Context: an optimization exercise on an open-source flow, tuned for small area. The choices shown serve that exercise and are no tape-out recipe.
The RTL was checked by simulation tests, not by an equivalence proof against the original design.

## the reference run
==> flow/design.v <==
module aqtc_symq (
    input  wire [23:0] y,
    input  wire        s,
    input  wire [3:0]  bap,       
    output wire [3:0]  q
);
    wire [24:0] u  = {~s, y};
    wire b1 = (bap == 4'd1), b2 = (bap == 4'd2), b3 = (bap == 4'd3), b4 = (bap == 4'd4);
    wire b5 = ~(b1 | b2 | b3 | b4);
    wire neg = b1 | b3 | b5;
    wire a2 = b1 | b2, a3 = b3 | b4, a4 = b5;
    wire [28:0] U0 = {4'b0, u};
    wire [28:0] X  = U0 ^ {29{neg}};
    wire [28:0] Y  = ({29{a2}} & (U0 << 2)) | ({29{a3}} & (U0 << 3)) | ({29{a4}} & (U0 << 4));
    wire [28:0] Z  = {29{b4}} & (U0 << 1);
    wire [28:0] S1 = X ^ Y ^ Z;
    wire [28:0] C1 = {(X[27:0] & Y[27:0]) | (X[27:0] & Z[27:0]) | (Y[27:0] & Z[27:0]), neg};
    wire [29:0] c;
    assign c[0] = 1'b0;
    genvar i;
    generate for (i = 0; i < 29; i = i + 1) begin : g_chain
        assign c[i+1] = (S1[i] & C1[i]) | (c[i] & (S1[i] | C1[i]));
    end endgenerate
    assign q = S1[28:25] ^ C1[28:25] ^ c[28:25];
endmodule
module aqtc_asymq (
    input  wire [23:9] y,         
    input  wire        s,         
    input  wire        in_range,
    input  wire [3:0]  bap,       
    output wire [15:0] code
);
    wire [15:0] yc = {s, in_range ? y : {15{~s}}};
    reg  [3:0]  r;
    always @(*) begin
        case (bap)
            4'd6:    r = 4'd11;
            4'd7:    r = 4'd10;
            4'd8:    r = 4'd9;
            4'd9:    r = 4'd8;
            4'd10:   r = 4'd7;
            4'd11:   r = 4'd6;
            4'd12:   r = 4'd5;
            4'd13:   r = 4'd4;
            4'd14:   r = 4'd2;
            default: r = 4'd0;
        endcase
    end
    wire [15:0] t1 = r[3] ? {8'd0, yc[15:8]} : yc;
    wire [15:0] t2 = r[2] ? {4'd0, t1[15:4]} : t1;
    wire [15:0] t3 = r[1] ? {2'd0, t2[15:2]} : t2;
    assign code    = r[0] ? {1'd0, t3[15:1]} : t3;
endmodule
module aqtc_qelem (
    input  wire        clk,
    input  wire        rst,
    input  wire        in_valid,
    input  wire        in_qblk,
    input  wire [10:0] in_slot,
    input  wire [31:0] in_c,
    input  wire [7:0]  in_e,
    input  wire [3:0]  in_bap,
    output wire        out_valid,
    output wire [2:0]  out_err,
    output wire [10:0] out_slot,
    output wire [31:0] out_word,
    output wire        out_hwe,
    output wire [10:0] out_hslot,
    output wire [15:0] out_hval
);
    wire       elem   = in_valid & ~in_qblk & ~rst;
    wire       is0    = (in_bap == 4'd0);
    wire       is_sym = ~in_bap[3] & ~is0 & ~(in_bap[2] & in_bap[1]);    
    wire       bad_e  = (|in_e[7:5]) | (in_e[4] & in_e[3] & (|in_e[2:0]));
    wire       be     = ~is0 & bad_e;
    wire [4:0] k      = in_e[4:0];
    wire       s      = in_c[31];
    wire [23:0] w0 = in_c[23:0];
    wire [23:0] w1 = k[4] ? {w0[7:0],  16'd0} : w0;
    wire [23:0] w2 = k[3] ? {w1[15:0],  8'd0} : w1;
    wire [23:0] w3 = k[2] ? {w2[19:0],  4'd0} : w2;
    wire [23:0] w4 = k[1] ? {w3[21:0],  2'd0} : w3;
    wire [23:0] y  = k[0] ? {w4[22:0],  1'd0} : w4;
    wire any1 = (|in_c[30:24]) | (k[4] & |w0[23:8]) | (k[3] & |w1[23:16])
              | (k[2] & |w2[23:20]) | (k[1] & |w3[23:22]) | (k[0] & w4[23]);
    wire all1 = (&in_c[30:24]) & (~k[4] | &w0[23:8]) & (~k[3] | &w1[23:16])
              & (~k[2] | &w2[23:20]) & (~k[1] | &w3[23:22]) & (~k[0] | w4[23]);
    wire in_range = s ? all1 : ~any1;
    wire [3:0]  q;
    wire [15:0] code;
    aqtc_symq  u_symq  (.y(y), .s(s), .bap(in_bap), .q(q));
    aqtc_asymq u_asymq (.y(y[23:9]), .s(s), .in_range(in_range), .bap(in_bap), .code(code));
    wire qr  = is_sym & ~bad_e & ~in_range;
    wire okA = ~be & ~qr;
    wire wr  = elem & okA;
    reg  [1:0] cnt1, cnt2;
    reg        cnt4;
    wire [6:0] q9  = {2'd0, q[1], q[0], 1'b0, q[1], q[0]};                   
    wire [6:0] q3  = {4'd0, q[1], q[1] | q[0], q[0]};
    wire [6:0] q25 = {(q[1] & q[0]) | q[2], (q[1] & ~q[0]) | q[2], q[0] ^ q[1],
                      q[0], q[2], q[1], q[0]};                                 
    wire [6:0] q5  = {2'd0, q[2], q[1], q[0] | q[2], q[1], q[0]};
    reg  [6:0] q11;                                                           
    always @(*) begin
        case (q)
            4'd1:    q11 = 7'd11;
            4'd2:    q11 = 7'd22;
            4'd3:    q11 = 7'd33;
            4'd4:    q11 = 7'd44;
            4'd5:    q11 = 7'd55;
            4'd6:    q11 = 7'd66;
            4'd7:    q11 = 7'd77;
            4'd8:    q11 = 7'd88;
            4'd9:    q11 = 7'd99;
            4'd10:   q11 = 7'd110;
            default: q11 = 7'd0;
        endcase
    end
    wire bp1 = (in_bap == 4'd1), bp2 = (in_bap == 4'd2), bp4 = (in_bap == 4'd4);
    wire s9   = okA & bp1 & (cnt1 == 2'd0);
    wire s3   = okA & bp1 & cnt1[0];
    wire s25  = okA & bp2 & (cnt2 == 2'd0);
    wire s5   = okA & bp2 & cnt2[0];
    wire s11  = okA & bp4 & ~cnt4;
    wire sm   = okA & ((bp1 & |cnt1) | (bp2 & |cnt2) | (bp4 & cnt4));
    wire sq   = okA & ((in_bap == 4'd3) | (in_bap == 4'd5) | (bp1 & cnt1[1]) | (bp2 & cnt2[1]) | (bp4 & cnt4));
    wire sa   = okA & (in_bap[3] | (in_bap[2] & in_bap[1]));
    wire [15:0] val = ({16{sa}} & code) | {8'd0, sm, 7'd0} | {12'd0, {4{sq}} & q}
                    | {9'd0, ({7{s9}} & q9) | ({7{s3}} & q3) | ({7{s25}} & q25) | ({7{s5}} & q5) | ({7{s11}} & q11)};
    always @(posedge clk) begin
        if (rst || (in_valid && in_qblk)) begin
            cnt1 <= 2'd0;
            cnt2 <= 2'd0;
            cnt4 <= 1'b0;
        end else if (wr) begin
            if (in_bap == 4'd1) cnt1 <= {cnt1[0], ~cnt1[1] & ~cnt1[0]};    
            if (in_bap == 4'd2) cnt2 <= {cnt2[0], ~cnt2[1] & ~cnt2[0]};
            if (in_bap == 4'd4) cnt4 <= ~cnt4;
        end
    end
    reg        wr_r, be_r, qr_r;
    reg [3:0]  bap_r;
    reg [10:0] slot_r;
    reg [15:0] val_r;
    always @(posedge clk) begin
        wr_r   <= wr;
        be_r   <= elem & be;
        qr_r   <= elem & qr;
        bap_r  <= wr ? in_bap : 4'd0;
        slot_r <= in_slot;
        val_r  <= val;
    end
    reg [10:0] head1, head2, head4;
    reg [15:0] hval1, hval2, hval4;
    reg        f1281, f1282, f1284;
    reg        eq12, eq14, eq24;
    wire g1 = (bap_r == 4'd1);
    wire g2 = (bap_r == 4'd2);
    wire g4 = (bap_r == 4'd4);
    wire m1 = g1 & val_r[7], m2 = g2 & val_r[7], m4 = g4 & val_r[7];
    wire o1 = g1 & ~val_r[7], o2 = g2 & ~val_r[7], o4 = g4 & ~val_r[7];
    wire member = m1 | m2 | m4;
    wire [15:0] own_val = {val_r[15:7], val_r[6:0] & {7{~member}}};
    wire [10:0] ghead = ({11{m1}} & head1) | ({11{m2}} & head2) | ({11{m4}} & head4);
    wire r1 = m1 & ~f1281, r2 = m2 & ~f1282, r4 = m4 & ~f1284;
    wire [15:0] ghval = ({16{r1}} & hval1) | ({16{r2}} & hval2) | ({16{r4}} & hval4)
                      | {8'd0, (m1 & f1281) | (m2 & f1282) | (m4 & f1284), 7'd0};
    wire [4:0]  inc = val_r[4:0] & {5{member}};
    wire [16:0] hc;
    wire [15:0] head_sum;
    assign hc[0] = 1'b0;
    genvar i;
    generate for (i = 0; i < 16; i = i + 1) begin : g_add
        if (i < 5) begin : g_fa
            assign head_sum[i] = ghval[i] ^ inc[i] ^ hc[i];
            assign hc[i+1]     = (ghval[i] & inc[i]) | (hc[i] & (ghval[i] ^ inc[i]));
        end else begin : g_ha
            assign head_sum[i] = ghval[i] ^ hc[i];
            assign hc[i+1]     = ghval[i] & hc[i];
        end
    end endgenerate
    wire [15:0] wval = head_sum | (val_r & {16{~member}});
    wire hit1 = (head1 == slot_r);
    wire hit2 = (head2 == slot_r);
    wire hit4 = (head4 == slot_r);
    wire own1 = o1 | (wr_r & hit1);
    wire own2 = o2 | (wr_r & hit2);
    wire own4 = o4 | (wr_r & hit4);
    wire hw1  = m1 | (m2 & eq12) | (m4 & eq14);
    wire hw2  = m2 | (m1 & eq12) | (m4 & eq24);
    wire hw4  = m4 | (m1 & eq14) | (m2 & eq24);
    wire en1  = own1 ? ~member : hw1;
    wire en2  = own2 ? ~member : hw2;
    wire en4  = own4 ? ~member : hw4;
    always @(posedge clk) begin
        if (o1) head1 <= slot_r;
        if (o2) head2 <= slot_r;
        if (o4) head4 <= slot_r;
        if (en1) hval1 <= wval;
        if (en2) hval2 <= wval;
        if (en4) hval4 <= wval;
        if (own1 & member) f1281 <= 1'b1; else if (en1) f1281 <= 1'b0;
        if (own2 & member) f1282 <= 1'b1; else if (en2) f1282 <= 1'b0;
        if (own4 & member) f1284 <= 1'b1; else if (en4) f1284 <= 1'b0;
        if (o1) begin eq12 <= hit2; eq14 <= hit4; end
        if (o2) begin eq12 <= hit1; eq24 <= hit4; end
        if (o4) begin eq14 <= hit1; eq24 <= hit2; end
    end
    assign out_valid = wr_r | be_r | qr_r;
    assign out_err   = {qr_r, be_r, be_r};
    assign out_slot  = slot_r;
    assign out_word  = {8'd0, bap_r, 3'd0, member, own_val};
    assign out_hwe   = member;
    assign out_hslot = ghead;
    assign out_hval  = head_sum;
endmodule
==> flow/config.mk <==
export PLATFORM = sky130hd
export DESIGN_NAME = aqtc_qelem
export DESIGN_NICKNAME = aqtc_qelem
export VERILOG_FILES = /design/flow/design.v
export SDC_FILE = /design/flow/constraint.sdc
export NUM_CORES = 4
export LEC_CHECK = 0
export ABC_AREA = 1
export CAP_MARGIN = 20
export CORE_MARGIN = 2
export CORE_UTILIZATION = 60
export SLEW_MARGIN = 20
==> flow/constraint.sdc <==
create_clock -name core_clock -period 20.0 [get_ports {clk}]
set_input_delay 4.0000 -clock core_clock [delete_from_list [all_inputs] [get_ports {clk}]]
set_output_delay 4.0000 -clock core_clock [all_outputs]
set_load 0.01 [all_outputs]
standard.sh (not shown) runs the stock make flow with config.mk's settings and CLKGATE_MAP_FILE= SYNTH_SCRIPT=/design/flow/synth_recipe.tcl, a recipe that flattens the netlist after the stock synthesis.
==> flow/flow/run.sh <==
#!/bin/bash
# Standard layout, with: the combinational logic re-mapped for area after
# floorplanning (restructure.tcl), the smallest buffer for the port buffers,
# cells with slack to spare downsized after placement repair (recover.tcl),
# and small clock-tree buffers without dummy loads.
set -e
export POST_FLOORPLAN_TCL="$PWD/flow/restructure.tcl"
export BUFFER_PORTS_ARGS="-buffer_cell sky130_fd_sc_hd__buf_1"
export POST_RESIZE_TCL="$PWD/flow/recover.tcl"
export CTS_ARGS="-sink_clustering_enable -repair_clock_nets -dont_use_dummy_load -buf_list sky130_fd_sc_hd__clkbuf_4 -sink_clustering_max_diameter 40"
bash standard.sh > standard.log 2>&1
==> flow/flow/recover.tcl <==
# After the standard repair_design: downsize cells that have slack to spare.
estimate_parasitics -placement
repair_timing -recover_power 100
==> flow/flow/restructure.tcl <==
# Area recovery on the synthesized netlist: re-map its combinational logic
# with ABC for area (OpenROAD restructure), using the platform library
# without its don't-use cells.  Registers are not touched.
set lib_in  [lindex $::env(LIB_FILES) 0]
set rmp_dir $::env(OBJECTS_DIR)/rmp
file mkdir $rmp_dir
set lib_out $rmp_dir/rmp_cells.lib
set fi [open $lib_in r]
set fo [open $lib_out w]
set skip 0
set depth 0
while { [gets $fi line] >= 0 } {
  if { !$skip && [regexp {^\s*cell\s*\(\s*"?([A-Za-z0-9_]+)"?\s*\)} $line -> name] } {
    foreach p $::env(DONT_USE_CELLS) {
      if { [string match $p $name] } {
        set skip 1
        set depth 0
        break
      }
    }
  }
  if { $skip } {
    incr depth [regexp -all {\{} $line]
    incr depth -[regexp -all {\}} $line]
    if { $depth <= 0 && [regexp {\}} $line] } {
      set skip 0
    }
    continue
  }
  puts $fo $line
}
close $fi
close $fo
report_design_area
restructure -target area -liberty_file $lib_out \
  -tielo_port sky130_fd_sc_hd__conb_1/LO -tiehi_port sky130_fd_sc_hd__conb_1/HI \
  -work_dir $rmp_dir
report_design_area
Input-level comparison between the trial run and the reference run:
diff --git a/flow/flow/run.sh b/flow/flow/run.sh
--- a/flow/flow/run.sh
+++ b/flow/flow/run.sh
@@ -2 +2 @@
-# Standard layout, with: the combinational logic re-mapped for area after
+# Standard layout, with: the combinational logic re-mapped for area before
@@ -7 +7 @@
-export POST_FLOORPLAN_TCL="$PWD/flow/restructure.tcl"
+export PRE_FLOORPLAN_TCL="$PWD/flow/restructure.tcl"
diff --git a/flow/flow/restructure.tcl b/flow/flow/restructure.tcl
--- a/flow/flow/restructure.tcl
+++ b/flow/flow/restructure.tcl
@@ -2 +2 @@
-# with ABC for area (OpenROAD restructure), using the platform library
+# with ABC for area (OpenROAD restructure, two passes), using the platform library
@@ -38,0 +39,4 @@
+restructure -target area -liberty_file $lib_out \
+  -tielo_port sky130_fd_sc_hd__conb_1/LO -tiehi_port sky130_fd_sc_hd__conb_1/HI \
+  -work_dir $rmp_dir
+report_design_area
## What came out
Relative to the reference run, number of standard-cell rows in the floorplan decreased by 3 in the trial run. The trial run vs. the reference run: post-synthesis average cell area rose by 7.4%, effective utilization at floorplan moved up, synthesized cell count shrank by 16%, height of the chip decreased by 6.4 um relative to the old numbers. For the trial run, the flow was terminated by a tool error in 2_1_floorplan and produced no final design. In summary, the reference run completed successfully, with a layout that passed the timing, DRC and antenna checks. The trial run ends up with lower horizontal die dimension than the reference run does. Higher netlist area before placement among the trial run and the reference run: the reference run.

-- re-timing with driven ports --
In the flow no input, the clock included, has a driving cell. The finished layout below was timed again as built, in two steps. Step 1: set_driving_cell puts a clkbuf_16 on clk and a buf_2 on each other input, an assumption about the parent block. Step 2 times the ports against the registers' clock, not the clock port: input delays grow and output delays shrink by t, the midpoint of the rising clock arrivals with the driver on. Slacks: ideal ports / drivers / drivers and shift; pairs: ideal ports / drivers.
run: the reference run
t, ns: 0.549
setup WS [ns]: 6.927 / 6.933 / 6.383
worst slew at a driven data input, ns: 0.05
After both steps the reference run still meets setup and hold. The setup slack of the reference run moves by +0.006 ns with the drivers and by -0.544 ns with both steps.
